What follows belongs to an exercise in optimizing a design on an open flow for small area and few clock cycles; a production flow would make more cautious choices. Where RTL was checked, it was by simulation tests only, not by an equivalence proof against the original. No functional check of the RTL was part of runs 5 to 7. Power is estimated from default activity; no workload was simulated.

`design/flow/design.v`:
```
module mulaw_dec (
    input  wire        clk,
    input  wire        rst,
    input  wire        bus_req,
    input  wire        bus_we,
    input  wire [7:0]  bus_addr,
    input  wire [1:0]  bus_size,
    input  wire [31:0] bus_wdata,
    output wire        bus_ack,
    output reg  [31:0] bus_rdata,
    output wire        bus_err,
    output wire        src_req_valid,
    input  wire        src_req_ready,
    output wire [32:0] src_req_pos,
    output wire [10:0] src_req_len,
    input  wire        src_ans_valid,
    input  wire [1:0]  src_ans_kind,
    input  wire [7:0]  src_ans_data,
    output wire        src_ans_ready,
    output wire        pcm_en,
    output wire        pcm_we,
    output wire [11:0] pcm_addr,
    output wire [15:0] pcm_wdata,
    input  wire [15:0] pcm_rdata
);
    localparam [1:0] ST_IDLE = 2'd0, ST_BUSY = 2'd1, ST_DONE = 2'd2, ST_ERROR = 2'd3;
    localparam [2:0] CE_OK = 3'd0, CE_BAD_OPCODE = 3'd1, CE_RESERVED_BITS = 3'd2,
                     CE_BAD_STATE = 3'd3, CE_INDEX_RANGE = 3'd4;
    localparam [1:0] DE_NONE = 2'd0, DE_CAPACITY = 2'd2;
    localparam [2:0] PH_RB0  = 3'd0,    
                     PH_RB1  = 3'd1,    
                     PH_REQ  = 3'd2,    
                     PH_RST  = 3'd4,    
                     PH_RST1 = 3'd5,    
                     PH_WAIT = 3'd6;    
    function [15:0] mulaw_expand(input [7:0] code);
        reg [7:0]  u;
        reg [15:0] x;
        begin
            u = ~code;
            x = {8'd0, 1'b1, u[3:0], 3'b100} << u[6:4];
            mulaw_expand = (x - 16'd132 - {15'd0, u[7]}) ^ {16{u[7]}};
        end
    endfunction
    reg [1:0]  state;
    reg [1:0]  dec_err;
    reg [2:0]  cmd_err;
    reg [7:0]  res_code;     
    reg        res_mem;      
    reg        res_hi;       
    reg [12:0] produced;
    reg [12:0] length;
    reg        off_sel;      
    reg        base_sel;     
    reg [2:0]  phase;
    reg [15:0] temp;         
    reg [1:0]  hc;           
    reg        ini;          
    reg [1:0]  ic;
    wire busy = (state == ST_BUSY);
    wire admitted = (bus_size == 2'd2) && (bus_addr[1:0] == 2'b00);
    wire hreq     = bus_req && admitted;
    wire a_cmd    = (bus_addr[7:2] == 6'd0);
    wire a_reg    = (bus_addr[7:3] == 5'd1);           
    wire [7:0] opc       = bus_wdata[31:24];
    wire       op_lookup = (opc == 8'h01);
    wire       op_decode = (opc == 8'h02);
    wire       op_pcmrd  = (opc == 8'h03);
    wire       lo_zero   = (bus_wdata[7:0] == 8'd0);
    wire       mid_zero  = (bus_wdata[23:8] == 16'd0);
    wire       in_range  = (bus_wdata[23:13] == 11'd0) && (bus_wdata[12:0] < length);
    wire dec_go  = bus_we && a_cmd && op_decode && mid_zero && lo_zero && !state[0];
    wire mop     = hreq && (a_reg || dec_go);           
    wire m_wr    = bus_we && !dec_go;                   
    wire m_last  = m_wr ? (hc == 2'd1) : (hc == 2'd2);
    wire [12:0] remaining = length - produced;
    wire        rem_zero  = (remaining == 13'd0);
    wire eng_port = busy && ((phase == PH_RB0 && !rem_zero) || phase == PH_RB1 || phase == PH_RST);
    wire hmid     = mop && (hc != 2'd0);                
    wire go       = mop && !ini && (hmid || !eng_port);
    wire ack_m    = go && m_last;
    assign bus_ack = !mop || ack_m;
    assign bus_err = !admitted;
    wire cmd_do   = hreq && bus_we && a_cmd && (!dec_go || ack_m);
    wire pcmrd_ok = hreq && bus_we && a_cmd && op_pcmrd && (state == ST_DONE) && in_range;
    wire [7:0]  res_in  = res_mem ? (res_hi ? pcm_rdata[15:8] : pcm_rdata[7:0]) : res_code;
    wire [15:0] res_val = mulaw_expand(res_in);
    always @(*) begin
        bus_rdata = 32'd0;
        if (bus_addr[7:5] == 3'd0) begin
            case (bus_addr[4:2])
                3'd1: bus_rdata = {20'd0, 1'b0, cmd_err, 2'b00, dec_err, 2'b00, state};
                3'd2, 3'd3: bus_rdata = {pcm_rdata, temp};
                3'd4: bus_rdata = {{16{res_val[15]}}, res_val};
                3'd5: bus_rdata = {19'd0, produced};
                3'd6: bus_rdata = {19'd0, length};
                3'd7: bus_rdata = 32'h0000_1000;
                default: bus_rdata = 32'd0;
            endcase
        end
    end
    wire waitph = busy && (phase == PH_WAIT);
    wire eng_rd = eng_port && !hmid;
    assign src_req_valid = busy && (phase == PH_REQ);
    assign src_req_pos   = {1'b0, pcm_rdata, temp} + {20'd0, produced};
    assign src_req_len   = (remaining > 13'd1024) ? 11'd1024 : remaining[10:0];
    assign src_ans_ready = waitph && !go;
    wire ans_take = waitph && !go && src_ans_valid;
    wire ans_byte = ans_take && !src_ans_kind[1];
    wire       reg_word = ini || go || (eng_rd && !phase[2]);
    wire       r_off    = !(dec_go || bus_addr[2]);
    wire [2:0] r_slot   = ini ? {1'b0, ic} :
                          go  ? {r_off && (bus_we ? !base_sel : off_sel), !r_off, hc[0]} :
                                {base_sel, 1'b0, phase[0]};
    wire [10:0] c_slot  = busy ? produced[11:1] : bus_wdata[11:1];
    assign pcm_en    = ini || go || eng_rd || ans_byte || pcmrd_ok;
    assign pcm_we    = ini || (go ? m_wr : waitph);
    assign pcm_addr  = reg_word ? {1'b1, 8'd0, r_slot} : {1'b0, c_slot};
    assign pcm_wdata = ini ? 16'd0 :
                       go  ? (hc[0] ? bus_wdata[31:16] : bus_wdata[15:0]) :
                             {src_ans_data, produced[0] ? temp[7:0] : src_ans_data};
    wire [31:0] mword = {pcm_rdata, temp};
    wire        cap   = (mword[31:13] != 19'd0) || (mword[12] && mword[11:0] != 12'd0);
    reg [2:0] ph_n;
    always @(*) begin
        ph_n = phase;
        case (phase)
            PH_RB0:  if (!rem_zero && !hmid) ph_n = PH_RB1;
            PH_RB1:  ph_n = PH_REQ;
            PH_REQ:  if (src_req_ready) ph_n = produced[0] ? PH_RST : PH_WAIT;
            PH_RST:  if (!hmid) ph_n = PH_RST1;
            PH_RST1: ph_n = PH_WAIT;
            default: if (ans_take && src_ans_kind != 2'd0) ph_n = PH_RB0;
        endcase
    end
    always @(posedge clk) begin
        if (go) begin
            if (!m_last) hc <= hc + 2'd1;
            else         hc <= 2'd0;
            if (hc == 2'd1 && !m_wr) temp <= pcm_rdata;
            if (ack_m && m_wr && r_off) off_sel <= !base_sel;
        end
        if (res_mem) begin
            res_code <= res_hi ? pcm_rdata[15:8] : pcm_rdata[7:0];
            res_mem  <= 1'b0;
        end
        if (cmd_do) begin
            if (op_lookup) begin
                if (!mid_zero)
                    cmd_err <= CE_RESERVED_BITS;
                else begin
                    res_code <= bus_wdata[7:0];
                    res_mem  <= 1'b0;
                    cmd_err  <= CE_OK;
                end
            end else if (op_decode) begin
                if (!(mid_zero && lo_zero))
                    cmd_err <= CE_RESERVED_BITS;
                else if (state[0])
                    cmd_err <= CE_BAD_STATE;
                else begin
                    cmd_err  <= CE_OK;
                    produced <= 13'd0;
                    base_sel <= off_sel;
                    phase    <= PH_RB0;
                    if (cap) begin
                        length  <= 13'd0;
                        dec_err <= DE_CAPACITY;
                        state   <= ST_ERROR;
                    end else begin
                        length  <= mword[12:0];
                        dec_err <= DE_NONE;
                        state   <= ST_BUSY;
                    end
                end
            end else if (op_pcmrd) begin
                if (state != ST_DONE)
                    cmd_err <= CE_BAD_STATE;
                else if (!in_range)
                    cmd_err <= CE_INDEX_RANGE;
                else begin
                    res_mem <= 1'b1;
                    res_hi  <= bus_wdata[0];
                    cmd_err <= CE_OK;
                end
            end else begin
                cmd_err <= CE_BAD_OPCODE;
            end
        end
        if (busy) begin
            phase <= (go && !m_wr) ? {ph_n[2], 2'b00} : ph_n;
            if (phase == PH_RB0 && rem_zero)
                state <= ST_DONE;
            if (phase == PH_RB1)
                temp <= pcm_rdata;
            if (phase == PH_RST1)
                temp[7:0] <= pcm_rdata[7:0];
            if (ans_take) begin
                if (src_ans_kind[1]) begin
                    dec_err <= {src_ans_kind[0], 1'b1};
                    state   <= ST_ERROR;
                end else begin
                    produced  <= produced + 13'd1;
                    temp[7:0] <= src_ans_data;
                end
            end
        end
        if (ini) begin
            ic <= ic + 2'd1;
            if (ic == 2'd3) ini <= 1'b0;
        end
        if (rst) begin
            state    <= ST_IDLE;
            dec_err  <= DE_NONE;
            cmd_err  <= CE_OK;
            res_code <= 8'hFF;
            res_mem  <= 1'b0;
            produced <= 13'd0;
            length   <= 13'd0;
            off_sel  <= 1'b0;
            base_sel <= 1'b0;
            phase    <= PH_RB0;
            hc       <= 2'd0;
            ini      <= 1'b1;
            ic       <= 2'd0;
        end
    end
endmodule
```
`design/flow/flow/run.sh`:
```
#!/bin/bash
# The standard layout, with each port buffered by the smallest buffer cell and
# a clock tree of fewer, larger sink clusters without dummy loads.
set -euo pipefail
bash standard.sh \
  "BUFFER_PORTS_ARGS=-buffer_cell sky130_fd_sc_hd__buf_1" \
  "CTS_ARGS=-sink_clustering_enable -repair_clock_nets -sink_clustering_size 30 -sink_clustering_max_diameter 100 -buf_list sky130_fd_sc_hd__clkbuf_8 -dont_use_dummy_load" \
  finish > standard_flow.log 2>&1
```
`design/flow/standard.sh`:
```
#!/bin/bash
# synth_recipe.tcl (not shown) runs the flow's synth.tcl, then flattens the netlist and writes it again
# the make line also repeats each setting of config.mk as NAME=value (left out here)
make -C /OpenROAD-flow-scripts/flow DESIGN_CONFIG=/design/flow/config.mk WORK_HOME=/design/flow/orfs CLKGATE_MAP_FILE= SYNTH_SCRIPT=/design/flow/synth_recipe.tcl "${@:-finish}"
```
`design/flow/config.mk`:
```
export PLATFORM = sky130hd
export DESIGN_NAME = mulaw_dec
export DESIGN_NICKNAME = mulaw_dec
export VERILOG_FILES = /design/flow/design.v
export SDC_FILE = /design/flow/constraint.sdc
export NUM_CORES = 4
export LEC_CHECK = 0
export CAP_MARGIN = 20
export CORE_MARGIN = 2
export CORE_UTILIZATION = 55
export SLEW_MARGIN = 20
```
`design/flow/constraint.sdc`:
```
create_clock -name core_clock -period 10.0 [get_ports {clk}]
set_input_delay 2.0000 -clock core_clock [delete_from_list [all_inputs] [get_ports {clk}]]
set_output_delay 2.0000 -clock core_clock [all_outputs]
set_load 0.01 [all_outputs]
```
==> flow_summary.ini, run 1 <==
[run_status]
status = no timing/DRC/antenna violations

[finish]
diodes = 0
seqCellArea_um2 = 1390
fin_cells = 1335
final_cell_mix = buf_1, nand2_1, nor2_1
final_common_cell = buf_1
nets = 1286
n_fill_cell = 1278
multi_input_area_um2 = 5440
utilization_pct = 64.0
area.growth.synth_to_final_pct = 12.3
final_layout_size_suffix_gt1_share_pct = 4.39

[detailed_routing]
drt_iter0_markers = 994
routed_wl_um = 26000
avgRoutedWirePerCell_um = 19.5
dr.pass1.iters = 8
vias = 8203
vias_per_cell = 6.14
drc = 0
postRouteAntennaNets = 0

[timing]
setup_viol = 0
final.setup.worst_slack_ns = 2.70
fmax_mhz = 137
finalCritPeriodShare_pct = 73.0
drv_slew = 0
setup_tns_ns = 0
rsz0062_at_grt = no
tightestPinTransition_ns = 1.04
whs_ns = 0.471
maxSlewHeadroom_pct = 31.0
skew_ns = 0.0241
period_needed_ns = 7.30
hold_violations = 0

[clock_network]
cts.sinks = 69
cts.path.max_buffers = 2
cts_tree = done
path_clk_slew_ns = 0.08
post_cts_buffers = 0
htreeDepth = 3
cts_resized = 0
clkLatencyLatePin_ns = 0.37
cts_hold_buf = 0
root_buffer = clkbuf_8
cts_buffers = 9

[power_and_ir_drop]
p_per_area_nw_per_um2 = 69.6
swShare_pct = 30.7
p_int_mw = 0.393
clkPwrFrac_pct = 31.7
power_frac_comb_pct = 18.0
p_switching_mw = 0.174
p_leak_nw = 3.12
p_seq_share_pct = 50.3
vdd_ir_drop_max_uv = 57.0

[logic_synthesis]
synth.avg_cell_area_um2 = 7.16
synth-simple-area-share_pct = 25.3
synth_warnings = 1
syn_nets = 1133
synth_xor_area_share_pct = 6.64
ys_ff_latch = 69
synth_area_um2 = 7250
synth_edf_count = 1
synth-async-reset-ratio_pct = 0
syn_inst = 1012
yosys.cell_types.count = 76
synth_top_family_by_area = compound AO/OA/AOI/OAI gates
synth_compound_area_share_pct = 25.6
yosys_most_used_dff = dfxtp_1
muxShareOfSynthArea_pct = 9.08
synth_seq_area_share_pct = 19.2
synth_fa_ha_area_share_pct = 8.32

[setup_path]
cp_num_buf_inv = 3
cp-end-kind = output pin
worst_ep_arrival_time_ns = 5.30
cp.required_ns = 8.00
cp_top_family = compound AO/OA/AOI/OAI gates
crit_type = input port to output pin
critPathMaxFanout = 17
worst_path_max_delay_cell = a21oi_1
reg2reg_slack_ns = 5.13
crit_chain = buf_1 > mux2i_1 > a21oi_1 > and3_1 > a21oi_1 > o21ai_0 > inv_1 > ha_1 > a21o_1 > or3_4 > mux2i_4 > a21o_1 > buf_1
start_kind = input port
cp_slowest_stage_delay_ns = 0.53

[global_routing]
grt_pass1_vias = 7198
grt_usage_pct = 36.1
antenna_found_initial = 0
grt_pass1_wl_um = 40000
grt_max_degree = 34
gr-total-overflow = 0

[run]
cap_violations = 0

[placement]
port_buffers = 183
place_congestion = 0.984
dp_hpwl_um = 20400
place_inst = 1326
pre_cts_slack_ns = 2.77

[floorplan]
start_util_pct = 57.0
die_w_um = 119
rows = 41
dieArea_um2 = 14100
die_h_um = 119
core_area_um2 = 12700
ios = 184

[hold_path]
hp-class = register to register
-- cell usage after synthesis (4+ instances only) --
master    count  area share (%)
xor2_1       13             1.6
and3_1       14             1.2
a21o_1       29             3.0
a222oi_1      4            0.55
a22oi_1      11             1.1
and2_1        5            0.43
nand2b_1     14             1.2
nor2b_1      14             1.2
nand4_1       8            0.69
mux2_2       13             2.0
or2_2         4            0.35
buf_2         9            0.62
o21ai_1       6            0.41
o22ai_1      14             1.2
o21a_1        6            0.62
clkbuf_1     37             1.9
inv_1        54             2.8
mux2i_1      46             6.4
xnor2_1      42             5.1
a221oi_1      5            0.60
o311ai_0      5            0.60
a221o_1       4            0.55
o211ai_1      9            0.93
nand3_1      40             2.8
nand2_1     136             7.0
nor2_1       86             4.5
a211oi_1     15             1.6
o21ai_0      57             3.9
nor4_1       18             1.6
nor3_1       25             1.7
ha_1         45             7.8
a21oi_1      84             5.8
dfxtp_1      68              19
-- per-layer routing --
layer / vias to the layer above / GRT usage, % / wire, µm
met1: 3721 / 52.4 / 11200
met4: 0 / 10.8 / 726
met2: 461 / 55.1 / 11500
met5: - / 0 / 0
met3: 55 / 5.41 / 2620
li1: 3966 / - / -
-- layout make-up --
type	instances	share of cell area, %
clock buffers	9	1.52
inverters	55	2.54
multi-input cells	837	66.9
flip-flops and latches	69	17.1
well taps	172	2.64
repair buffers	193	9.36
-- flip-flops by register name, indices dropped and copies added, names as in the netlist --
| signal | cells |
|---|---|
| res_hi | 1 |
| cmd_err | 3 |
| res_mem | 1 |
| base_sel | 1 |
| dec_err | 2 |
| length | 13 |
| ic | 2 |
| off_sel | 1 |
| res_code | 8 |
| hc | 2 |
| phase | 3 |
| produced | 13 |
| state | 2 |
| ini | 1 |
| temp | 16 |
-- power by group through the flow --
stage / Sequential [mW] / Combinational [mW] / Clock (mW)
6_report: 0.285 / 0.102 / 0.179
5_1_grt: 0.285 / 0.111 / 0.191
4_1_cts: 0.285 / 0.0998 / 0.180
3_5_place_dp: 0.291 / 0.0993 / 0
3_3_place_gp: 0.291 / 0.0992 / 0
2_1_floorplan: 0.288 / 0.0548 / 0
-- path summary, 6_finish.rpt --
check / from / endpoint / depth (start not counted)
setup / recovery: pcm_rdata[12] / bus_rdata[25] / 13
hold / removal: dec_err[0] / dec_err[0] / 2
setup reg to reg: produced[1] / temp[15] / 12
hold reg to reg: dec_err[0] / dec_err[0] / 2
-- logic make-up after synthesis --
group	Yosys count
xor gates and xnor gates	55
DFF	69
and+or+nand+nor	388
buffers and inverters	106
muxes	62
adders and majority gates	47
AOI/OAI and AO/OA	285
-- tightest hold or removal path, stage by stage, from the launching register on --
cell	delay [ns]
dfxtp_1	0.32
nand2_1	0.06
a21oi_1	0.05
-- metrics by stage --
stage	power (mW)	area, µm²
finish	0.567	8140
detailed placement	0.390	8020
floorplan	0.342	7250
global placement	0.390	8020
global route	0.587	8140
CTS	0.564	8140
Testbench counts, summed over its fixed seeds: cycles 198,978.
==> run 2, diff against run 1 <==
==> design/flow/flow/run.sh (replaced) <==
#!/bin/bash
# The standard layout, with each port buffered by the smallest buffer cell and
# a clock tree of fewer, larger sink clusters without dummy loads.
set -euo pipefail
bash standard.sh \
  "BUFFER_PORTS_ARGS=-buffer_cell sky130_fd_sc_hd__buf_1" \
  "CTS_ARGS=-sink_clustering_enable -repair_clock_nets -sink_clustering_size 30 -sink_clustering_max_diameter 100 -buf_list sky130_fd_sc_hd__clkbuf_4 -root_buf sky130_fd_sc_hd__clkbuf_8 -dont_use_dummy_load" \
  finish > standard_flow.log 2>&1
--- a/design/flow/config.mk
+++ b/design/flow/config.mk
@@ -6,6 +6,6 @@
 export NUM_CORES = 4
 export LEC_CHECK = 0
-export CAP_MARGIN = 20
+export CAP_MARGIN = 0
 export CORE_MARGIN = 2
 export CORE_UTILIZATION = 55
-export SLEW_MARGIN = 20
+export SLEW_MARGIN = 0
==> run 2 against run 1 <==
Net effect:
- sequential share of layout area did not move
- die area stayed put
- clock power about the same
- fmax unchanged
- sequential cell count stayed put
- wire length unchanged
- hold slack stayed put
- still clean
==> flow_summary.ini, run 2 <==
[run_status]
status = no timing/DRC/antenna violations

[timing]
hold_violations = 0
setup_viol = 0
setup_tns_ns = 0
maxSlewHeadroom_pct = 31.0
tightestPinTransition_ns = 1.04
finalCritPeriodShare_pct = 73.0
rsz0062_at_grt = no
final.setup.worst_slack_ns = 2.70
skew_ns = 0.0241
whs_ns = 0.471
period_needed_ns = 7.30
drv_slew = 0
fmax_mhz = 137

[detailed_routing]
avgRoutedWirePerCell_um = 19.5
postRouteAntennaNets = 0
vias_per_cell = 6.14
dr.pass1.iters = 8
drt_iter0_markers = 994
routed_wl_um = 26000
drc = 0
vias = 8203

[power_and_ir_drop]
p_leak_nw = 3.12
p_per_area_nw_per_um2 = 69.6
fin_total_pwr_mw = 0.567
vdd_ir_drop_max_uv = 57.0

[finish]
regMostFlops = temp
final_cell_mix = buf_1, nand2_1, nor2_1
area.growth.synth_to_final_pct = 12.3
n_fill_cell = 1278
reg_top3 = temp (16), length (13), produced (13)
fin_cells = 1335
stdcell_area_um2 = 8140
utilization_pct = 64.0
final_common_cell = buf_1
diodes = 0
nets = 1286
final_layout_size_suffix_gt1_share_pct = 4.39
largest_reg_flops = 16

[logic_synthesis]
synth-simple-area-share_pct = 25.3
yosys.cell_types.count = 76
muxShareOfSynthArea_pct = 9.08
synth_compound_area_share_pct = 25.6
yosys_most_used_dff = dfxtp_1
synth_warnings = 1
synth-async-reset-ratio_pct = 0
syn_inst = 1012
syn_nets = 1133
synth_seq_area_share_pct = 19.2
synth_top_family_by_area = compound AO/OA/AOI/OAI gates
ys_ff_latch = 69
synth_fa_ha_area_share_pct = 8.32
synth_largest_area_cell = dfxtp_1
synth.avg_cell_area_um2 = 7.16
synth_xor_area_share_pct = 6.64
synth_edf_count = 1
synth_area_um2 = 7250
synth_common_cells = nand2_1, nor2_1, a21oi_1, dfxtp_1, o21ai_0
synth_top_area_share_pct = 18.8
synth.most_common_cell = nand2_1
ys_top_cells_by_area = dfxtp_1, ha_1, nand2_1

[hold_path]
hp-class = register to register
min_to = dec_err[0]
min_from = dec_err[0]
hold_depth = 2

[clock_network]
clkLatencyLatePin_ns = 0.37
cts.sinks = 69
cts_tree = done
cts_resized = 0
htreeDepth = 3
root_buffer = clkbuf_8
cts_buffers = 9
cts.path.max_buffers = 2
cts_hold_buf = 0
post_cts_buffers = 0
path_clk_slew_ns = 0.08

[global_routing]
grt_pass1_wl_um = 40000
grt_usage_pct = 36.1
grt_pass1_vias = 7198
grt_max_degree = 34
antenna_found_initial = 0
gr-total-overflow = 0

[setup_path]
timing.rr.start = produced[1]
cp.required_ns = 8.00
crit_type = input port to output pin
cp-end-kind = output pin
rr_worst_depth = 12
worst_ep_arrival_time_ns = 5.30
r2r_end = temp[15]
reg2reg_slack_ns = 5.13
start_kind = input port
critPathMaxFanout = 17

[placement]
placed_area_um2 = 8020
port_buffers = 183
dp_hpwl_um = 20400
place_congestion = 0.984
pre_cts_slack_ns = 2.77
place_inst = 1326

[floorplan]
die_h_um = 119
core_area_um2 = 12700
die_w_um = 119
start_util_pct = 57.0
ios = 184
dieArea_um2 = 14100
rows = 41

[run]
cap_violations = 0
run 2: cell counts after synthesis:
Identical to the previous run, type by type.
run 2: kinds of logic after synthesis:
group	Yosys count
fa+ha+maj	47
xor+xnor	55
flops	69
simple gates	388
mux	62
buf+inv	106
compound gates	285
run 2: power by group:
part | internal (mW) | switching (mW) | total, mW
registers | 0.279 | 0.00636 | 0.285
logic | 0.0339 | 0.0683 | 0.102
clock network | 0.0803 | 0.0992 | 0.179
total | 0.393 | 0.174 | 0.567
run 2: metal layers:
layer / up-vias / track usage (%) / share of wire (%)
li1: 3966 / - / -
met3: 55 / 5.41 / 10
met4: 0 / 10.8 / 2.8
met2: 461 / 55.1 / 44
met5: - / 0 / 0
met1: 3721 / 52.4 / 43
run 2: final cells by class:
cell class | count | area (µm²) | share of cell area (%)
multi-input cells | 837 | 5440 | 66.9
flip-flops and latches | 69 | 1390 | 17.1
repair buffers | 193 | 762 | 9.36
well taps | 172 | 215 | 2.64
inverters | 55 | 206 | 2.54
clock buffers | 9 | 124 | 1.52
run 2: worst max-delay path by stage:
stage / to / from / depth (start not counted) / slack, ns
5_1_grt: bus_rdata[17] / pcm_rdata[12] / 13 / 2.49
3_3_place_gp: bus_rdata[22] / pcm_rdata[12] / 13 / 2.84
6_report: bus_rdata[25] / pcm_rdata[12] / 13 / 2.70
3_5_place_dp: bus_rdata[27] / pcm_rdata[12] / 13 / 2.77
2_1_floorplan: bus_rdata[21] / pcm_rdata[0] / 12 / 3.60
4_1_cts: bus_rdata[27] / pcm_rdata[12] / 13 / 2.75
run 2: worst max-delay path, stage by stage:
cell and delay (ns):
buf_1 0.25, mux2i_1 0.16, a21oi_1 0.53, and3_1 0.25
a21oi_1 0.06, o21ai_0 0.38, inv_1 0.09, ha_1 0.20
a21o_1 0.19, or3_4 0.43, mux2i_4 0.45, a21o_1 0.14
buf_1 0.15
==> run 3, diff against run 2 <==
==> design/flow/flow/run.sh (replaced) <==
#!/bin/bash
# The standard layout, with each port buffered by the smallest buffer cell and
# a clock tree of a few large sink clusters without dummy loads.
set -euo pipefail
bash standard.sh \
  "BUFFER_PORTS_ARGS=-buffer_cell sky130_fd_sc_hd__buf_1" \
  "CTS_ARGS=-sink_clustering_enable -repair_clock_nets -sink_clustering_size 40 -sink_clustering_max_diameter 300 -buf_list sky130_fd_sc_hd__clkbuf_16 -dont_use_dummy_load" \
  finish > standard_flow.log 2>&1
--- a/design/flow/config.mk
+++ b/design/flow/config.mk
@@ -6,6 +6,6 @@
 export NUM_CORES = 4
 export LEC_CHECK = 0
-export CAP_MARGIN = 0
+export CAP_MARGIN = 20
 export CORE_MARGIN = 2
 export CORE_UTILIZATION = 55
-export SLEW_MARGIN = 0
+export SLEW_MARGIN = 20
==> run 3 against run 2 <==
Net effect:
- still clean on timing, DRC and antenna
- die area is the same
- clock-buffer cell count unchanged
- register-to-register slack improved by 0.03 ns
==> flow_summary.ini, run 3 <==
[clock_network]
post_cts_buffers = 0
cts_resized = 0
htreeDepth = 3
cts.sinks = 69
cts_hold_buf = 0
cts_buffers = 9
cts_tree = done
path_clk_slew_ns = 0.05
cts.path.max_buffers = 2
root_buffer = clkbuf_16
clkLatencyLatePin_ns = 0.34

[placement]
place_congestion = 0.984
dp_hpwl_um = 20400
port_buffers = 183

[finish]
nets = 1286
n_fill_cell = 1269
diodes = 0
reg_top3 = temp (16), length (13), produced (13)
multi_input_area_um2 = 5440
final_cell_mix = buf_1, nand2_1, nor2_1
regMostFlops = temp
area.growth.synth_to_final_pct = 13.7
largest_reg_flops = 16
final_layout_size_suffix_gt1_share_pct = 4.39
final_common_cell = buf_1
seqCellArea_um2 = 1390

[logic_synthesis]
syn_nets = 1133
yosys_most_used_dff = dfxtp_1
ys_top_cells_by_area = dfxtp_1, ha_1, nand2_1
synth.avg_cell_area_um2 = 7.16
synth_warnings = 1
synth_area_um2 = 7250
ys_ff_latch = 69
synth_largest_area_cell = dfxtp_1
yosys.cell_types.count = 76
syn_inst = 1012
synth.most_common_cell = nand2_1
synth_common_cells = nand2_1, nor2_1, a21oi_1, dfxtp_1, o21ai_0
synth_edf_count = 1
synth_seq_area_share_pct = 19.2
synth-async-reset-ratio_pct = 0
synth_top_area_share_pct = 18.8

[setup_path]
start_kind = input port
crit_chain = buf_1 > mux2i_1 > a21oi_1 > and3_1 > a21oi_1 > o21ai_0 > inv_1 > ha_1 > a21o_1 > or3_4 > mux2i_4 > a21o_1 > buf_1
rr_worst_depth = 12
worst_ep_arrival_time_ns = 5.31
cp.required_ns = 8.00
worst_path_max_delay_cell = a21oi_1
crit_type = input port to output pin
critPathMaxFanout = 17
cp-end-kind = output pin
cp_slowest_stage_delay_ns = 0.53

[global_routing]
antenna_found_initial = 0
grt_max_degree = 34
grt_pass1_wl_um = 40000
grt_pass1_vias = 7218
gr-total-overflow = 0
grt_usage_pct = 36.2

[timing]
whs_ns = 0.471
setup_tns_ns = 0
maxSlewHeadroom_pct = 32.1
drv_slew = 0
setup_viol = 0
fmax_mhz = 137
tightestPinTransition_ns = 1.02
period_needed_ns = 7.31
finalCritPeriodShare_pct = 73.1
hold_violations = 0
skew_ns = 0.0165
rsz0062_at_grt = no

[hold_path]
hold_depth = 2
hp-class = register to register

[floorplan]
ios = 184
dieArea_um2 = 14100
core_area_um2 = 12700
rows = 41
die_w_um = 119
start_util_pct = 57.0
die_h_um = 119

[detailed_routing]
drt_iter0_markers = 1027
vias_per_cell = 6.20
avgRoutedWirePerCell_um = 19.6
drc = 0
dr.pass1.iters = 7
postRouteAntennaNets = 0
vias = 8277
routed_wl_um = 26100

[power_and_ir_drop]
vdd_ir_drop_max_uv = 59.8
fin_total_pwr_mw = 0.653
p_per_area_nw_per_um2 = 79.3
p_leak_nw = 3.17

[run_status]
status = no timing/DRC/antenna violations

[run]
cap_violations = 0
## run 3: cell counts after synthesis
No cell type changed its count.
## run 3: logic make-up after synthesis
family                     after synthesis  share of synthesized area, %
and+or+nand+nor                        388                          25.3
muxes                                   62                          9.08
AOI/OAI and AO/OA                      285                          25.6
adders and majority gates               47                          8.32
DFF                                     69                          19.2
xor gates and xnor gates                55                          6.64
buffers and inverters                  106                          5.90
## run 3: power breakdown
group / total (mW) / switching (mW) / internal [mW]
combinational: 0.102 / 0.0683 / 0.0340
clock: 0.265 / 0.108 / 0.157
sequential: 0.286 / 0.00640 / 0.279
total: 0.653 / 0.183 / 0.471
## run 3: layer usage
metal  global-route usage, %  wire length [µm]  up-vias
li1                        -                 -     3970
met1                    51.7             11000     3733
met2                    55.0             11500      510
met3                    6.37              2870       64
met4                    11.6               767        0
met5                       0                 0        -
## run 3: stage by stage
step	cell area, µm²	util, %	cells	setup WS [ns]
after floorplan	7250	-	1012	3.60
after global placement	8020	63.0	1326	2.84
after detailed placement	8020	63.0	1326	2.77
after CTS	8240	64.8	1335	2.75
after global routing	8240	64.8	1335	2.49
final	8240	64.8	1335	2.69
## run 3: path summary, 6_finish.rpt
path                  from            end  slack, ns
max          pcm_rdata[12]  bus_rdata[27]       2.69
min             dec_err[0]     dec_err[0]       0.47
max reg2reg    produced[1]       temp[15]       5.16
min reg2reg     dec_err[0]     dec_err[0]       0.47
## run 3: critical path: cells and delay by family
family	cells	cell delay (ns)
and+or+nand+nor	2	0.69
adders and majority gates	1	0.20
AOI/OAI and AO/OA	5	1.30
muxes	2	0.60
buffers and inverters	3	0.50
## run 3: final cells by class
cell class | instances | share of cell area [%]
clock buffer | 9 | 2.73
multi-input combinational | 837 | 66.0
timing repair buffer | 193 | 9.24
tap | 172 | 2.61
inverter | 55 | 2.50
sequential | 69 | 16.9
==> run 4, diff against run 3 <==
==> design/flow/flow/run.sh (replaced) <==
#!/bin/bash
# The standard layout, with each port buffered by the smallest buffer cell,
# a clock tree without dummy loads, and downsizing of gates off the critical
# paths after global routing.
set -euo pipefail
bash standard.sh \
  "BUFFER_PORTS_ARGS=-buffer_cell sky130_fd_sc_hd__buf_1" \
  "CTS_ARGS=-sink_clustering_enable -repair_clock_nets -sink_clustering_size 30 -sink_clustering_max_diameter 100 -buf_list sky130_fd_sc_hd__clkbuf_8 -dont_use_dummy_load" \
  "RECOVER_POWER=100" \
  finish > standard_flow.log 2>&1
==> run 4 against run 3 <==
Net effect:
- now fails the layout checks on max-capacitance violations, max-slew violations
- wire length grew 0.10%
- sequential cell count is the same
- clock-buffer cell count stayed put
- area after synthesis did not move
- synthesized cell count is the same
- largest power group unchanged
- highest routed layer unchanged
==> flow_summary.ini, run 4 <==
[timing]
setup_tns_ns = 0
drv_slew = 34
tightestPinTransition_ns = 1.67
rsz0062_at_grt = no
setup_viol = 0
hold_violations = 0
fmax_mhz = 127
maxSlewHeadroom_pct = -11.3
skew_ns = 0.0257
period_needed_ns = 7.89
whs_ns = 0.472
finalCritPeriodShare_pct = 78.9

[power_and_ir_drop]
p_switching_mw = 0.174
p_leak_nw = 3.11
vdd_ir_drop_max_uv = 56.9
p_per_area_nw_per_um2 = 70.1
p_int_mw = 0.393
power_frac_comb_pct = 18.0
clkPwrFrac_pct = 31.7
p_seq_share_pct = 50.3
swShare_pct = 30.7

[floorplan]
ios = 184
die_w_um = 119
die_h_um = 119
start_util_pct = 57.0
core_area_um2 = 12700
dieArea_um2 = 14100
rows = 41

[setup_path]
cp-startpoint = produced[0]
start_kind = register
worst_ep_arrival_time_ns = 5.89
critPathMaxFanout = 16
timing.rr.start = produced[0]
crit_chain = clkbuf_1 > ha_1 > fa_1 > nand2b_1 > a211oi_1 > o21a_1 > o2111ai_1 > a2111oi_0 > nand4_1 > nand3_1 > a21oi_1 > o21ai_0 > o2111a_1 > buf_1
reg2reg_slack_ns = 4.37
endpoint = pcm_addr[0]
worst_path_max_delay_cell = o21ai_0
crit_type = register to output pin
cp.required_ns = 8.00
r2r_end = produced[9]
rr_worst_depth = 14
cp_slowest_stage_delay_ns = 1.05
cp-end-kind = output pin

[clock_network]
clkLatencyLatePin_ns = 0.37
cts.path.max_buffers = 2
root_buffer = clkbuf_8
cts_buffers = 9
cts_hold_buf = 0
cts_tree = done
cts.sinks = 69
post_cts_buffers = 0
cts_resized = 0
htreeDepth = 3
path_clk_slew_ns = 0.07

[finish]
final_cell_mix = buf_1, nand2_1, nor2_1
regMostFlops = temp
nets = 1286
largest_reg_flops = 16
area.growth.synth_to_final_pct = 11.6
stdcell_area_um2 = 8090
reg_top3 = temp (16), length (13), produced (13)
n_fill_cell = 1288
final_layout_size_suffix_gt1_share_pct = 3.44
diodes = 0
final_common_cell = buf_1

[placement]
place_congestion = 0.984
dp_hpwl_um = 20400
placed_area_um2 = 8020
port_buffers = 183

[logic_synthesis]
synth_common_cells = nand2_1, nor2_1, a21oi_1, dfxtp_1, o21ai_0
synth_area_um2 = 7250
yosys.cell_types.count = 76
synth_warnings = 1
yosys_most_used_dff = dfxtp_1
ys_top_cells_by_area = dfxtp_1, ha_1, nand2_1
syn_nets = 1133
synth_top_area_share_pct = 18.8
syn_inst = 1012
synth_largest_area_cell = dfxtp_1
synth.avg_cell_area_um2 = 7.16
synth.most_common_cell = nand2_1
synth_edf_count = 1
ys_ff_latch = 69
synth-async-reset-ratio_pct = 0
synth_seq_area_share_pct = 19.2

[detailed_routing]
drt_iter0_markers = 1036
postRouteAntennaNets = 0
routed_wl_um = 26200
vias_per_cell = 6.15
dr.pass1.iters = 8
drc = 0
vias = 8209
avgRoutedWirePerCell_um = 19.6

[global_routing]
antenna_found_initial = 0
grt_pass1_wl_um = 40000
grt_pass1_vias = 7198
gr-total-overflow = 0
grt_usage_pct = 36.1
grt_max_degree = 34

[run]
cap_violations = 1

[run_status]
status = finished with violations
violations = max-capacitance violations, max-slew violations

[hold_path]
hp-class = register to register
min_from = dec_err[0]
[run 4: stage by stage]
step | std cells | power [mW] | utilization [%] | setup WS, ns
finish | 1335 | 0.567 | 63.6 | 2.11
global route | 1335 | 0.587 | 63.6 | 1.67
CTS | 1335 | 0.564 | 64.0 | 2.75
detailed placement | 1326 | 0.390 | 63.0 | 2.77
global placement | 1326 | 0.390 | 63.0 | 2.84
floorplan | 1012 | 0.342 | - | 3.60
[run 4: worst max-delay path, delay by kind of cell, from the launching register on]
family / cells / cell delay (ns)
AO/OA/AOI/OAI: 7 / 2.89
buffers and inverters: 2 / 0.61
AND/OR/NAND/NOR: 3 / 0.88
adder cells (fa/ha/maj): 2 / 0.84
flip-flops: 1 / 0.30
[run 4: logic make-up after synthesis]
group,Yosys count,synth area share (%)
adders and majority gates,47,8.32
DFF,69,19.2
buffers and inverters,106,5.90
xor gates and xnor gates,55,6.64
muxes,62,9.08
AOI/OAI and AO/OA,285,25.6
and+or+nand+nor,388,25.3
[run 4: layout make-up]
cell class	instances	area [µm²]	share of cell area [%]
timing repair buffer	193	743	9.19
tap	172	215	2.66
sequential	69	1390	17.2
clock buffer	9	124	1.53
inverter	55	206	2.55
multi-input combinational	837	5410	66.9
[run 4: worst min-delay path by stage]
stage	endpoint	slack (ns)	cells after the start
after floorplan	dec_err[0]	0.43	2
after global placement	dec_err[0]	0.45	2
after detailed placement	dec_err[0]	0.46	2
after CTS	dec_err[0]	0.47	2
after global routing	dec_err[0]	0.49	2
final	dec_err[0]	0.47	2
[run 4: routing by layer]
metal / vias to the layer above / track usage (%) / share of wire, %
li1: 3958 / - / -
met1: 3738 / 52.4 / 43
met2: 456 / 55.1 / 44
met3: 57 / 5.41 / 10
met4: 0 / 10.8 / 2.6
met5: - / 0 / 0
[run 4: power groups by stage]
stage          logic [mW]  clock network [mW]  registers, mW
2_1_floorplan      0.0548                   0          0.288
3_3_place_gp       0.0992                   0          0.291
3_5_place_dp       0.0993                   0          0.291
4_1_cts            0.0998               0.180          0.285
5_1_grt             0.111               0.191          0.285
6_report            0.102               0.180          0.285
==> run 5, diff against run 4 <==
--- a/design/flow/design.v
+++ b/design/flow/design.v
@@ -69,10 +69,11 @@
     wire       lo_zero   = (bus_wdata[7:0] == 8'd0);
     wire       mid_zero  = (bus_wdata[23:8] == 16'd0);
-    wire       in_range  = (bus_wdata[23:13] == 11'd0) && (bus_wdata[12:0] < length);
+    wire [13:0] ldiff    = {1'b0, length} - {1'b0, busy ? produced : bus_wdata[12:0]};
+    wire       in_range  = (bus_wdata[23:13] == 11'd0) && !ldiff[13] && (ldiff[12:0] != 13'd0);
     wire dec_go  = bus_we && a_cmd && op_decode && mid_zero && lo_zero && !state[0];
     wire mop     = hreq && (a_reg || dec_go);           
     wire m_wr    = bus_we && !dec_go;                   
     wire m_last  = m_wr ? (hc == 2'd1) : (hc == 2'd2);
-    wire [12:0] remaining = length - produced;
+    wire [12:0] remaining = ldiff[12:0];
     wire        rem_zero  = (remaining == 13'd0);
     wire eng_port = busy && ((phase == PH_RB0 && !rem_zero) || phase == PH_RB1 || phase == PH_RST);
==> design/flow/flow/run.sh (replaced) <==
#!/bin/bash
# The standard layout, with each port buffered by the smallest buffer cell and
# a clock tree of fewer, larger sink clusters without dummy loads.
set -euo pipefail
bash standard.sh \
  "BUFFER_PORTS_ARGS=-buffer_cell sky130_fd_sc_hd__buf_1" \
  "CTS_ARGS=-sink_clustering_enable -repair_clock_nets -sink_clustering_size 30 -sink_clustering_max_diameter 100 -buf_list sky130_fd_sc_hd__clkbuf_8 -dont_use_dummy_load" \
  finish > standard_flow.log 2>&1
==> run 5 against run 4 <==
Net effect:
- the run now finishes clean
- design area up 3.2%
- area after synthesis up 3.9%
- non-clock buffer count up 3
- sequential power about the same
- power up 8.2%
- clock power about the same
- critical path type is now input port to output pin
==> flow_summary.ini, run 5 <==
[finish]
area.growth.synth_to_final_pct = 10.8
largest_reg_flops = 16
final_common_cell = buf_1
utilization_pct = 62.8
reg_top3 = temp (16), length (13), produced (13)
final_layout_size_suffix_gt1_share_pct = 5.30
regMostFlops = temp
final_cell_mix = buf_1, nand2_1, nor2_1
n_fill_cell = 1332
nets = 1297

[logic_synthesis]
synth_edf_count = 1
synth_seq_area_share_pct = 18.5
synth.avg_cell_area_um2 = 7.13
synth_top_area_share_pct = 18.1
ys_ff_latch = 69
yosys.cell_types.count = 76
synth-async-reset-ratio_pct = 0
synth_area_um2 = 7530
ys_top_cells_by_area = dfxtp_1, nand2_1, mux2i_1
syn_nets = 1164
synth.most_common_cell = nand2_1
synth_common_cells = nand2_1, nor2_1, a21oi_1, dfxtp_1, o21ai_0
synth_warnings = 1
syn_inst = 1057
synth_largest_area_cell = dfxtp_1
yosys_most_used_dff = dfxtp_1

[timing]
drv_slew = 0
fmax_mhz = 112
rsz0062_at_grt = no
period_needed_ns = 8.90
setup_tns_ns = 0
setup_viol = 0
finalCritPeriodShare_pct = 89.0
tightestPinTransition_ns = 1.07
hold_violations = 0
maxSlewHeadroom_pct = 28.9
final.setup.worst_slack_ns = 1.10
whs_ns = 0.477
skew_ns = 0.0138

[floorplan]
die_h_um = 121
die_w_um = 121
dieArea_um2 = 14600
core_area_um2 = 13300
rows = 42
ios = 184
start_util_pct = 56.7

[detailed_routing]
postRouteAntennaNets = 0
avgRoutedWirePerCell_um = 20.1
vias = 8577
drc = 0
dr.pass1.iters = 6
routed_wl_um = 27500
drt_iter0_markers = 827
vias_per_cell = 6.28

[power_and_ir_drop]
vdd_ir_drop_max_uv = 61.1
p_per_area_nw_per_um2 = 73.5
fin_total_pwr_mw = 0.613
p_leak_nw = 3.29

[placement]
pre_cts_slack_ns = 1.18
port_buffers = 183
place_congestion = 0.956
dp_hpwl_um = 21200

[clock_network]
cts.path.max_buffers = 2
cts_buffers = 9
cts.sinks = 69
post_cts_buffers = 0
cts_hold_buf = 0
path_clk_slew_ns = 0.06
clkLatencyLatePin_ns = 0.37
root_buffer = clkbuf_8
cts_resized = 0
cts_tree = done
htreeDepth = 3

[global_routing]
gr-total-overflow = 0
grt_max_degree = 46
grt_usage_pct = 37.3
grt_pass1_vias = 7528
antenna_found_initial = 2
grt_pass1_wl_um = 42100

[setup_path]
start_kind = input port
worst_path_most_repeated_cell = buf_1
rr_worst_depth = 17
reg2reg_slack_ns = 3.98
cp-end-kind = output pin
r2r_end = temp[9]
worst_path_max_delay_cell = nand3_1
cp.required_ns = 8.00
worst_ep_arrival_time_ns = 6.90
crit_type = input port to output pin
critPathMaxFanout = 23
cp_slowest_stage_delay_ns = 0.60
crit_chain = buf_1 > a21oi_1 > inv_1 > fa_1 > or4b_1 > o311ai_0 > a22oi_1 > a31oi_1 > a311oi_1 > xnor2_1 > or3_1 > o31ai_4 > buf_4 > nand3_1 > o21ai_0 > buf_1
timing.rr.start = state[1]

[run]
cap_violations = 0

[run_status]
status = no timing/DRC/antenna violations

[hold_path]
min_to = hc[1]
min_from = hc[1]
hold_depth = 2
hp-class = register to register
[run 5: changes by cell type in the layout (fill, tap and decap cells not counted), sizes merged, moves of 7 or more]
cell	change
a41oi	+7
nand3	+11
a21o	-9
mux2	+10
nand2b	-9
o22ai	-14
nor2	+28
nand2	-17
ha	-14
buf	+14
clkbuf	-11
inv	-8
[run 5: layout make-up]
class	count	area (µm²)	area share, %
diodes	2	5.00	0.0599
inverters	47	176	2.11
repair buffers	196	786	9.41
flip-flops and latches	69	1390	16.7
multi-input cells	867	5650	67.6
clock buffers	9	124	1.48
well taps	176	220	2.64
[run 5: cell families (layout without fill, tap and decap cells)]
kind of cell	count (synthesis)	in the layout	share of synthesized area, %
adder cells (fa/ha/maj)	34	34	5.83
XOR/XNOR	58	58	6.84
AO/OA/AOI/OAI	288	288	25.7
AND/OR/NAND/NOR	420	420	26.9
flip-flops	69	69	18.5
buffers and inverters	121	252	6.56
multiplexers	67	67	9.75
other	0	2	0
[run 5: metrics by stage]
stage	cell area, µm²	instances
floorplan	7530	1057
global placement	8220	1355
detailed placement	8220	1355
CTS	8340	1364
global route	8340	1364
finish	8350	1366
[run 5: where the power goes]
group,internal (mW),switching (mW)
Sequential,0.279,0.00673
Clock,0.0802,0.102
Combinational,0.0498,0.0953
[run 5: metal layers]
layer | track usage, % | routed length, µm | up-vias
met5 | 0 | 0 | -
met3 | 9.68 | 3040 | 72
met1 | 50.6 | 11500 | 3943
li1 | - | - | 4096
met2 | 56.8 | 12000 | 466
met4 | 13.4 | 892 | 0
[run 5: worst max-delay path: cells and delay by family]
kind / cells / cell delay [ns]
XOR/XNOR: 1 / 0.17
AO/OA/AOI/OAI: 7 / 1.89
buffers and inverters: 4 / 0.66
AND/OR/NAND/NOR: 3 / 1.63
adder cells (fa/ha/maj): 1 / 0.53
[run 5: how the worst max path moves through the flow]
stage,from,cells past startpoint,slack (ns),end
after detailed placement,bus_wdata[1],16,1.18,pcm_addr[1]
final,bus_wdata[1],16,1.10,pcm_wdata[15]
after global routing,bus_wdata[1],16,0.68,pcm_wdata[10]
after floorplan,bus_wdata[1],17,2.26,pcm_addr[2]
after global placement,bus_wdata[1],16,1.33,pcm_addr[1]
after CTS,bus_wdata[1],16,1.17,pcm_wdata[3]
==> run 6, diff against run 5 <==
--- a/design/flow/design.v
+++ b/design/flow/design.v
@@ -69,11 +69,22 @@
     wire       lo_zero   = (bus_wdata[7:0] == 8'd0);
     wire       mid_zero  = (bus_wdata[23:8] == 16'd0);
-    wire [13:0] ldiff    = {1'b0, length} - {1'b0, busy ? produced : bus_wdata[12:0]};
-    wire       in_range  = (bus_wdata[23:13] == 11'd0) && !ldiff[13] && (ldiff[12:0] != 13'd0);
+    wire [13:0] ib;
+    assign ib[0] = 1'b0;
+    genvar gi;
+    generate for (gi = 0; gi < 13; gi = gi + 1) begin : g_idx
+        assign ib[gi+1] = (~bus_wdata[gi] & length[gi]) | (ib[gi] & ~(bus_wdata[gi] ^ length[gi]));
+    end endgenerate
+    wire       in_range  = (bus_wdata[23:13] == 11'd0) && ib[13];
     wire dec_go  = bus_we && a_cmd && op_decode && mid_zero && lo_zero && !state[0];
     wire mop     = hreq && (a_reg || dec_go);           
     wire m_wr    = bus_we && !dec_go;                   
     wire m_last  = m_wr ? (hc == 2'd1) : (hc == 2'd2);
-    wire [12:0] remaining = ldiff[12:0];
+    wire [12:0] remaining;
+    wire [13:0] rb;
+    assign rb[0] = 1'b0;
+    generate for (gi = 0; gi < 13; gi = gi + 1) begin : g_rem
+        assign remaining[gi] = length[gi] ^ produced[gi] ^ rb[gi];
+        assign rb[gi+1] = (~length[gi] & produced[gi]) | (rb[gi] & ~(length[gi] ^ produced[gi]));
+    end endgenerate
     wire        rem_zero  = (remaining == 13'd0);
     wire eng_port = busy && ((phase == PH_RB0 && !rem_zero) || phase == PH_RB1 || phase == PH_RST);
@@ -104,5 +115,13 @@
     wire eng_rd = eng_port && !hmid;
     assign src_req_valid = busy && (phase == PH_REQ);
-    assign src_req_pos   = {1'b0, pcm_rdata, temp} + {20'd0, produced};
+    wire [31:0] pa = {pcm_rdata, temp};
+    wire [31:0] pb = {19'd0, produced};
+    wire [32:0] pc;
+    assign pc[0] = 1'b0;
+    generate for (gi = 0; gi < 32; gi = gi + 1) begin : g_add
+        assign src_req_pos[gi] = pa[gi] ^ pb[gi] ^ pc[gi];
+        assign pc[gi+1] = (pa[gi] & pb[gi]) | (pc[gi] & (pa[gi] ^ pb[gi]));
+    end endgenerate
+    assign src_req_pos[32] = pc[32];
     assign src_req_len   = (remaining > 13'd1024) ? 11'd1024 : remaining[10:0];
     assign src_ans_ready = waitph && !go;
==> run 6 against run 5 <==
Net effect:
- now fails the layout checks on negative setup slack
- sequential power about the same
- largest power group unchanged
- setup slack got worse by 1.2 ns
- clock power about the same
- sequential cell count unchanged
- clock skew increased by 0.0071 ns
- register-to-register slack got worse by 1.8 ns
- first-iteration DRC count increased by 16%
- hold slack improved by 0.0016 ns
- power decreased by 4.9%
- wire length decreased by 8.7%
==> flow_summary.ini, run 6 <==
[run_status]
status = finished with violations
violations = negative setup slack

[floorplan]
die_w_um = 116
dieArea_um2 = 13400
ios = 184
die_h_um = 116
start_util_pct = 56.8
core_area_um2 = 12100
rows = 40

[finish]
diodes = 0
multi_input_area_um2 = 5330
final_layout_size_suffix_gt1_share_pct = 8.81
final_common_cell = buf_1
n_fill_cell = 1105
area.growth.synth_to_final_pct = 17.3
stdcell_area_um2 = 8070
reg_top3 = temp (16), length (13), produced (13)
final_cell_mix = buf_1, nor2_1, nand2_1
largest_reg_flops = 16
regMostFlops = temp
seqCellArea_um2 = 1390
nets = 1184

[logic_synthesis]
synth_area_um2 = 6880
ys_ff_latch = 69
synth-async-reset-ratio_pct = 0
synth_top_area_share_pct = 19.8
synth_largest_area_cell = dfxtp_1
syn_nets = 1029
synth.most_common_cell = nor2_1
synth_seq_area_share_pct = 20.2
synth_warnings = 1
syn_inst = 891
ys_top_cells_by_area = dfxtp_1, ha_1, fa_1
synth_edf_count = 1
synth.avg_cell_area_um2 = 7.72
yosys_most_used_dff = dfxtp_1
synth_common_cells = nor2_1, nand2_1, dfxtp_1, a21oi_1, inv_1
yosys.cell_types.count = 71

[placement]
dp_hpwl_um = 18900
placed_area_um2 = 7670
port_buffers = 183
place_congestion = 1.04

[power_and_ir_drop]
p_per_area_nw_per_um2 = 72.2
fin_total_pwr_mw = 0.583
vdd_ir_drop_max_uv = 85.8
p_leak_nw = 3.16

[clock_network]
path_clk_slew_ns = 0.08
cts.sinks = 69
root_buffer = clkbuf_8
cts_buffers = 9
clkLatencyLatePin_ns = 0.37
cts.path.max_buffers = 2
htreeDepth = 3
cts_hold_buf = 0
cts_tree = done

[global_routing]
grt_usage_pct = 37.0
grt_pass1_wl_um = 37700
grt_max_degree = 54
grt_pass1_vias = 6799
antenna_found_initial = 0
gr-total-overflow = 0

[detailed_routing]
dr.pass1.iters = 5
avgRoutedWirePerCell_um = 20.7
postRouteAntennaNets = 0
drt_iter0_markers = 961
routed_wl_um = 25100
vias_per_cell = 6.41
drc = 0
vias = 7768

[setup_path]
worst_path_max_delay_cell = fa_2
worst_ep_arrival_time_ns = 8.09
crit_type = register to output pin
start_kind = register
timing.rr.start = produced[0]
worst_path_most_repeated_cell = ha_4
cp.required_ns = 8.00
cp_slowest_stage_delay_ns = 0.35
critPathMaxFanout = 2
cp-end-kind = output pin
cp-startpoint = temp[0]

[run]
cap_violations = 0

[timing]
setup_viol = 2
rsz0062_at_grt = yes
fmax_mhz = 99.1
drv_slew = 0
hold_violations = 0
skew_ns = 0.0209
finalCritPeriodShare_pct = 101
maxSlewHeadroom_pct = 31.8
period_needed_ns = 10.09
tightestPinTransition_ns = 1.02
final.setup.worst_slack_ns = -0.0891

[hold_path]
min_from = off_sel
hp-class = register to register
## run 6: cell count changes after synthesis, moves of 21 or more
cell,before,now
nor2_1,114,85
xnor2_1,45,18
nand2_1,119,80
clkbuf_1,54,33
o21ai_0,61,38
a21oi_1,85,61
fa_1,2,23
## run 6: power breakdown
group / leakage, nW / internal (mW) / switching (mW)
registers: 0.560 / 0.279 / 0.00689
clock network: 0.0647 / 0.0804 / 0.105
logic: 2.53 / 0.0377 / 0.0743
total: 3.16 / 0.397 / 0.186
## run 6: path summary, 6_finish.rpt
check / to / slack (ns) / cells after the start
setup / recovery: src_req_pos[31] / -0.09 / 35
hold / removal: base_sel / 0.48 / 2
setup reg to reg: produced[3] / 2.23 / 23
hold reg to reg: base_sel / 0.48 / 2
## run 6: what timing repair did
action	in CTS	in global routing
buffers inserted	0	0
gates resized for setup	54	0
pin swaps	13	12
endpoints found under the setup margin	6	6
## run 6: routing by layer
| metal | up-vias | routed length [µm] | track usage, % |
|---|---|---|---|
| met2 | 518 | 10800 | 55.3 |
| li1 | 3600 | - | - |
| met5 | - | 0 | 0 |
| met3 | 59 | 2970 | 8.94 |
| met4 | 0 | 673 | 11.9 |
| met1 | 3591 | 10700 | 52.7 |
## run 6: through the flow
stage | instances | setup WS [ns] | TNS (ns) | util [%] | hold WS (ns)
2_1_floorplan | 891 | 0.00579 | 0 | - | 0.429
6_report | 1212 | -0.0891 | -0.0918 | 66.7 | 0.479
3_3_place_gp | 1203 | -0.281 | -0.512 | 63.3 | 0.461
5_1_grt | 1212 | -0.259 | -0.525 | 66.7 | 0.501
4_1_cts | 1212 | -0.374 | -0.924 | 66.7 | 0.474
3_5_place_dp | 1203 | -0.364 | -0.748 | 63.3 | 0.469
## run 6: final cells by class
type                    instances  area share, %
clock buffers                   9           1.53
inverters                      48           2.23
multi-input cells             720           66.1
flip-flops and latches         69           17.3
well taps                     168           2.60
repair buffers                198           10.3
## run 6: logic make-up after synthesis
| group | after synthesis | synth area share, % |
|---|---|---|
| AO/OA/AOI/OAI | 252 | 25.5 |
| XOR/XNOR | 19 | 2.62 |
| adder cells (fa/ha/maj) | 64 | 14.1 |
| buffers and inverters | 102 | 6.36 |
| flip-flops | 69 | 20.2 |
| multiplexers | 47 | 7.07 |
| AND/OR/NAND/NOR | 338 | 24.1 |
## run 6: critical path: cells and delay by family (launching register included)
kind	cells	cell delay (ns)
fa+ha+maj	32	7.14
flops	1	0.34
buf+inv	3	0.20
==> run 7, diff against run 6 <==
--- a/design/flow/design.v
+++ b/design/flow/design.v
@@ -124,5 +124,6 @@
     end endgenerate
     assign src_req_pos[32] = pc[32];
-    assign src_req_len   = (remaining > 13'd1024) ? 11'd1024 : remaining[10:0];
+    wire   rem_big       = remaining[12] || remaining[11] || (remaining[10] && remaining[9:0] != 10'd0);
+    assign src_req_len   = rem_big ? 11'd1024 : remaining[10:0];
     assign src_ans_ready = waitph && !go;
     wire ans_take = waitph && !go && src_ans_valid;
==> run 7 against run 6 <==
Net effect:
- the layout still fails its checks (negative setup slack)
- global-route usage increased by 0.69 points
- setup slack worse by 0.082 ns
- synthesized cell count decreased by 4.6%
- non-clock buffer count up 2
- first-iteration DRC count up 17%
- sequential cell count unchanged
==> flow_summary.ini, run 7 <==
[logic_synthesis]
synth_seq_area_share_pct = 20.9
synth_largest_area_cell = dfxtp_1
synth-simple-area-share_pct = 22.7
yosys_most_used_dff = dfxtp_1
synth_top_area_share_pct = 20.4
synth_xor_area_share_pct = 3.23
synth_warnings = 1
synth.most_common_cell = nor2_1
synth_compound_area_share_pct = 25.5
synth_area_um2 = 6660
yosys.cell_types.count = 75
ys_top_cells_by_area = dfxtp_1, ha_1, fa_1
synth_common_cells = nor2_1, nand2_1, dfxtp_1, a21oi_1, inv_1
synth_edf_count = 1
ys_ff_latch = 69
synth_fa_ha_area_share_pct = 14.6
synth-async-reset-ratio_pct = 0
syn_inst = 850
synth_top_family_by_area = compound AO/OA/AOI/OAI gates
muxShareOfSynthArea_pct = 6.52
synth.avg_cell_area_um2 = 7.83
syn_nets = 988

[global_routing]
antenna_found_initial = 0
gr-total-overflow = 0
grt_pass1_wl_um = 38000
grt_usage_pct = 37.7
grt_pass1_vias = 6996
grt_max_degree = 47

[detailed_routing]
topRoutingLayerUsed = met4
drt_iter0_markers = 1126
routed_wl_um = 24400
postRouteAntennaNets = 0
drc = 0
vias = 7528
vias_per_cell = 6.52
avgRoutedWirePerCell_um = 21.2
routed-wl-met2_um = 11500
wl_met1_um = 9540
dr.pass1.iters = 9
wl_met3_um = 2150

[timing]
final.setup.worst_slack_ns = -0.171
hold_violations = 0
drv_slew = 0
maxSlewHeadroom_pct = 28.5
fmax_mhz = 98.3
skew_ns = 0.0246
rsz0062_at_grt = yes
period_needed_ns = 10.17
finalCritPeriodShare_pct = 102
tightestPinTransition_ns = 1.07
setup_viol = 3

[clock_network]
clkLatencyLatePin_ns = 0.37
post_cts_buffers = 0
cts_buffers = 9
cts.path.max_buffers = 2
cts_tree = done
path_clk_slew_ns = 0.08
root_buffer = clkbuf_8
cts.sinks = 69
cts_hold_buf = 0
htreeDepth = 3

[finish]
fin_cells = 1154
nets = 1147
area.growth.synth_to_final_pct = 17.9
largest_reg_flops = 16
utilization_pct = 65.9
diodes = 0
final_layout_size_suffix_gt1_share_pct = 10.4
regMostFlops = temp
final_cell_mix = buf_1, nor2_1, nand2_1
reg_top3 = temp (16), length (13), produced (13)
final_common_cell = buf_1

[hold_path]
min_to = cmd_err[2]
hold_depth = 2
min_from = cmd_err[2]
hp-class = register to register

[placement]
dp_hpwl_um = 19000
place_congestion = 0.978
port_buffers = 183
place_inst = 1145

[setup_path]
worst_ep_arrival_time_ns = 8.17
timing.rr.start = produced[0]
worst_path_max_delay_cell = fa_2
start_kind = register
cp-end-kind = output pin
cp.required_ns = 8.00
cp_slowest_stage_delay_ns = 0.37
r2r_end = produced[2]
reg2reg_slack_ns = 2.07
critPathMaxFanout = 2
rr_worst_depth = 26
cp_top_family = adder cells
crit_type = register to output pin
worst_path_most_repeated_cell = ha_4
cp_num_buf_inv = 3
cp-startpoint = produced[0]

[floorplan]
die_h_um = 114
ios = 184
die_w_um = 114
dieArea_um2 = 13000
core_area_um2 = 11900
rows = 40
start_util_pct = 55.9

[power_and_ir_drop]
p_leak_nw = 3.04
vdd_ir_drop_max_uv = 82.8
fin_total_pwr_mw = 0.573
p_per_area_nw_per_um2 = 73.0

[run_status]
status = finished with violations
violations = negative setup slack

[run]
cap_violations = 0
[run 7: changes by cell type after synthesis, sizes merged, moves of 5 or more]
cell    delta
nor3      -10
a31oi      -8
nand3b     +6
nand3     -14
nor2       +5
o211a      +6
nor2b      -8
or4        -6
nand2      +5
buf        -6
mux2i      -6
[run 7: layout make-up]
cell class / count / area, µm²
multi-input combinational: 682 / 5120
tap: 147 / 184
fill: 1062 / 4060
timing repair buffer: 200 / 853
sequential: 69 / 1400
clock buffer: 9 / 124
inverter: 47 / 176
[run 7: power breakdown]
part	switching, mW	leakage (nW)	internal (mW)	total (mW)
Sequential	0.00856	0.559	0.279	0.288
Clock	0.0978	0.0647	0.0802	0.178
Combinational	0.0708	2.41	0.0368	0.108
[run 7: worst max path at each step]
stage,to,cells past startpoint
after CTS,src_req_pos[31],35
after global placement,src_req_pos[31],35
final,src_req_pos[31],35
after global routing,src_req_pos[31],35
after detailed placement,src_req_pos[31],35
after floorplan,src_req_pos[31],34
[run 7: cell families after synthesis]
kind of cell,Yosys count
mux,42
buf+inv,99
flops,69
fa+ha+maj,64
xor+xnor,23
compound gates,246
simple gates,307
[run 7: layer usage]
metal	vias up	GRT usage [%]
met5	-	0
met4	0	18.0
met1	3529	48.4
met2	492	61.5
li1	3408	-
met3	99	6.59
[run 7: metrics by stage]
stage | setup slack, ns | hold slack [ns] | area [µm²] | setup TNS (ns)
finish | -0.171 | 0.460 | 7850 | -0.292
floorplan | 0.00977 | 0.434 | 6690 | 0
CTS | -0.497 | 0.460 | 7850 | -1.49
global placement | -0.379 | 0.449 | 7440 | -0.805
detailed placement | -0.513 | 0.452 | 7440 | -1.36
global route | -0.339 | 0.490 | 7850 | -0.814
[run 7: timing repair]
action,in CTS,in global routing
setup endpoints to repair,7,7
gates resized for setup,55,1
pin swaps,14,13
[run 7: worst register-to-register path, delay by kind of cell (launching register included)]
| kind | cells | cell delay [ns] |
|---|---|---|
| AOI/OAI and AO/OA | 2 | 0.54 |
| and+or+nand+nor | 6 | 1.63 |
| xor gates and xnor gates | 1 | 0.24 |
| adders and majority gates | 12 | 4.28 |
| buffers and inverters | 5 | 0.78 |
| DFF | 1 | 0.34 |
==> run 8, diff against run 7 <==
--- a/design/flow/design.v
+++ b/design/flow/design.v
@@ -116,12 +116,17 @@
     assign src_req_valid = busy && (phase == PH_REQ);
     wire [31:0] pa = {pcm_rdata, temp};
-    wire [31:0] pb = {19'd0, produced};
-    wire [32:0] pc;
+    wire [13:0] pc;
+    wire [32:13] pp;
     assign pc[0] = 1'b0;
-    generate for (gi = 0; gi < 32; gi = gi + 1) begin : g_add
-        assign src_req_pos[gi] = pa[gi] ^ pb[gi] ^ pc[gi];
-        assign pc[gi+1] = (pa[gi] & pb[gi]) | (pc[gi] & (pa[gi] ^ pb[gi]));
-    end endgenerate
-    assign src_req_pos[32] = pc[32];
+    assign pp[13] = 1'b1;
+    generate for (gi = 0; gi < 13; gi = gi + 1) begin : g_add
+        assign src_req_pos[gi] = pa[gi] ^ produced[gi] ^ pc[gi];
+        assign pc[gi+1] = (pa[gi] & produced[gi]) | (pc[gi] & (pa[gi] ^ produced[gi]));
+    end endgenerate
+    generate for (gi = 13; gi < 32; gi = gi + 1) begin : g_inc
+        assign src_req_pos[gi] = pa[gi] ^ (pc[13] & pp[gi]);
+        assign pp[gi+1] = pp[gi] & pa[gi];
+    end endgenerate
+    assign src_req_pos[32] = pc[13] & pp[32];
     wire   rem_big       = remaining[12] || remaining[11] || (remaining[10] && remaining[9:0] != 10'd0);
     assign src_req_len   = rem_big ? 11'd1024 : remaining[10:0];
==> run 8 against run 7 <==
Net effect:
- the run now finishes clean
- synthesized cell count grew 7.6%
- area after synthesis increased by 3.7%
- wire length is 4.8% higher
- cell count is 5.5% higher
- clock power rose by 6%
- die area rose by 3.6%
- sequential power about the same
- design area decreased by 2.1%
- critical endpoint is now pcm_wdata[6]
==> flow_summary.ini, run 8 <==
[global_routing]
use_met1_pct = 54.6
gr-total-overflow = 0
met2_usage_pct = 54.2
use_met3_pct = 8.68
grt_max_degree = 54
grt.busiest_layer = met1
grt_pass1_wl_um = 37900
antenna_found_initial = 0
grt_pass1_vias = 6525
grt_usage_pct = 37.7

[hold_path]
hp-class = register to register

[power_and_ir_drop]
clkPwrFrac_pct = 31.6
p_seq_share_pct = 48.8
p_int_mw = 0.399
p_leak_nw = 3.02
p_per_area_nw_per_um2 = 77.6
vdd_ir_drop_max_uv = 81.3
p_switching_mw = 0.198
swShare_pct = 33.1
power_frac_comb_pct = 19.6

[setup_path]
cp_slowest_stage_delay_ns = 0.49
crit_type = register to output pin
crit_chain = inv_1 > ha_1 > inv_1 > fa_1 > inv_1 > fa_1 > fa_1 > fa_1 > fa_1 > fa_1 > fa_1 > fa_1 > fa_1 > fa_1 > fa_1 > xnor3_1 > nand3_2 > nor4b_2 > o21a_1 > buf_4 > a211oi_1 > a211oi_1 > buf_1
cp.required_ns = 8.00
worst_ep_arrival_time_ns = 7.49
cp_num_buf_inv = 5
worst_path_max_delay_cell = nor4b_2
cp_top_family = adder cells
cp-end-kind = output pin
start_kind = register
worst_path_most_repeated_cell = fa_1
critPathMaxFanout = 26

[detailed_routing]
routed_wl_um = 25600
postRouteAntennaNets = 0
avgRoutedWirePerCell_um = 21.0
dr.pass1.iters = 5
drc = 0
vias = 7639
vias_per_cell = 6.27
drt_iter0_markers = 868

[clock_network]
cts_buffers = 9
cts_tree = done
cts_resized = 0
cts.path.max_buffers = 2
cts.sinks = 69
cts_hold_buf = 0
clkLatencyLatePin_ns = 0.38
htreeDepth = 3
path_clk_slew_ns = 0.08
root_buffer = clkbuf_8
post_cts_buffers = 0

[finish]
utilization_pct = 63.4
nets = 1172
area.growth.synth_to_final_pct = 11.3
final_layout_size_suffix_gt1_share_pct = 4.38
final_common_cell = buf_1
final_cell_mix = buf_1, nor2_1, nand2_1
diodes = 0
largest_reg_flops = 16
regMostFlops = temp
reg_top3 = temp (16), length (13), produced (13)

[logic_synthesis]
synth_largest_area_cell = dfxtp_1
synth_warnings = 1
yosys_most_used_dff = dfxtp_1
syn_nets = 1035
synth_top_area_share_pct = 19.7
yosys.cell_types.count = 72
ys_top_cells_by_area = dfxtp_1, fa_1, nor2_1
synth-async-reset-ratio_pct = 0
synth_common_cells = nor2_1, nand2_1, dfxtp_1, a21oi_1, inv_1
synth_edf_count = 1
ys_ff_latch = 69
synth.most_common_cell = nor2_1
syn_inst = 915
synth_area_um2 = 6910
synth_seq_area_share_pct = 20.1
synth.avg_cell_area_um2 = 7.55

[timing]
setup_tns_ns = 0
setup_viol = 0
hold_violations = 0
skew_ns = 0.0309
drv_slew = 0
tightestPinTransition_ns = 0.972
finalCritPeriodShare_pct = 94.9
maxSlewHeadroom_pct = 35.0
rsz0062_at_grt = no
period_needed_ns = 9.49
fmax_mhz = 105

[floorplan]
die_h_um = 116
ios = 184
start_util_pct = 57.0
die_w_um = 116
rows = 40
dieArea_um2 = 13500
core_area_um2 = 12100

[placement]
place_congestion = 0.985
dp_hpwl_um = 19700
port_buffers = 183

[run]
cap_violations = 0

[run_status]
status = no timing/DRC/antenna violations
==> run 8: cell types whose count changed after synthesis, moves of 9 or more <==
cell     before  now
o21ai_0      24   37
a221o_1      10    1
inv_1        44   57
nand3_1      27   39
o21ai_1       9    0
ha_1         41   23
buf_2         6   18
xor2_1        1   11
==> run 8: metal layers <==
layer	part of all wire [%]	vias to the layer above	wire, µm
li1	-	3561	-
met5	0	-	0
met3	12	51	3100
met4	2.6	0	673
met1	43	3531	10900
met2	43	496	10900
==> run 8: worst paths after layout <==
path              depth (start not counted)           end  slack (ns)        from
setup / recovery                         23  pcm_wdata[6]        0.51   length[0]
hold / removal                            2    dec_err[0]        0.46  dec_err[0]
setup reg to reg                         23   produced[2]        2.19   length[0]
hold reg to reg                           2    dec_err[0]        0.46  dec_err[0]
==> run 8: cells by family (layout without fill, tap and decap cells) <==
kind of cell	after synthesis	in the layout	share of synthesized area, %
AND/OR/NAND/NOR	337	337	23.8
XOR/XNOR	38	38	5.02
multiplexers	44	44	6.79
adder cells (fa/ha/maj)	46	46	10.8
buffers and inverters	124	259	7.68
AO/OA/AOI/OAI	257	257	25.7
flip-flops	69	69	20.1
==> run 8: power groups by stage <==
stage | registers (mW) | clock network (mW) | logic (mW)
2_1_floorplan | 0.292 | 0 | 0.0692
3_3_place_gp | 0.297 | 0 | 0.114
3_5_place_dp | 0.297 | 0 | 0.114
4_1_cts | 0.291 | 0.188 | 0.115
5_1_grt | 0.291 | 0.196 | 0.127
6_report | 0.291 | 0.189 | 0.117
==> run 8: stage by stage <==
step / power [mW] / worst slack (ns) / instances / hold WS, ns / cell area (µm²)
after floorplan: 0.361 / 1.72 / 915 / 0.436 / 6910
final: 0.596 / 0.507 / 1218 / 0.465 / 7680
after global placement: 0.411 / 1.22 / 1209 / 0.447 / 7560
after global routing: 0.614 / 0.177 / 1218 / 0.492 / 7680
after detailed placement: 0.411 / 1.03 / 1209 / 0.453 / 7560
after CTS: 0.594 / 0.575 / 1218 / 0.463 / 7680
==> run 8: cell type report <==
cell class / instances / area, µm²
fill: 1168 / 4430
multi-input combinational: 722 / 4980
inverter: 58 / 218
sequential: 69 / 1390
clock buffer: 9 / 124
timing repair buffer: 192 / 756
tap: 168 / 210
==> run 8: worst reg2reg max path, cell delays in order, from the launching register on <==
cell	delay, ns
dfxtp_1	0.38
inv_1	0.06
ha_1	0.18
inv_1	0.06
fa_1	0.17
inv_1	0.05
fa_1	0.39
fa_1	0.40
fa_1	0.39
fa_1	0.39
fa_1	0.39
fa_1	0.40
fa_1	0.39
fa_1	0.39
fa_1	0.39
fa_1	0.39
xnor3_1	0.27
nand3_2	0.15
nor4b_2	0.49
o21ba_1	0.40
and3_1	0.77
nor2_1	0.39
o21ai_0	0.30
a21oi_1	0.10
Testbench counts of run 8, summed over its fixed seeds: cycles 198,978.
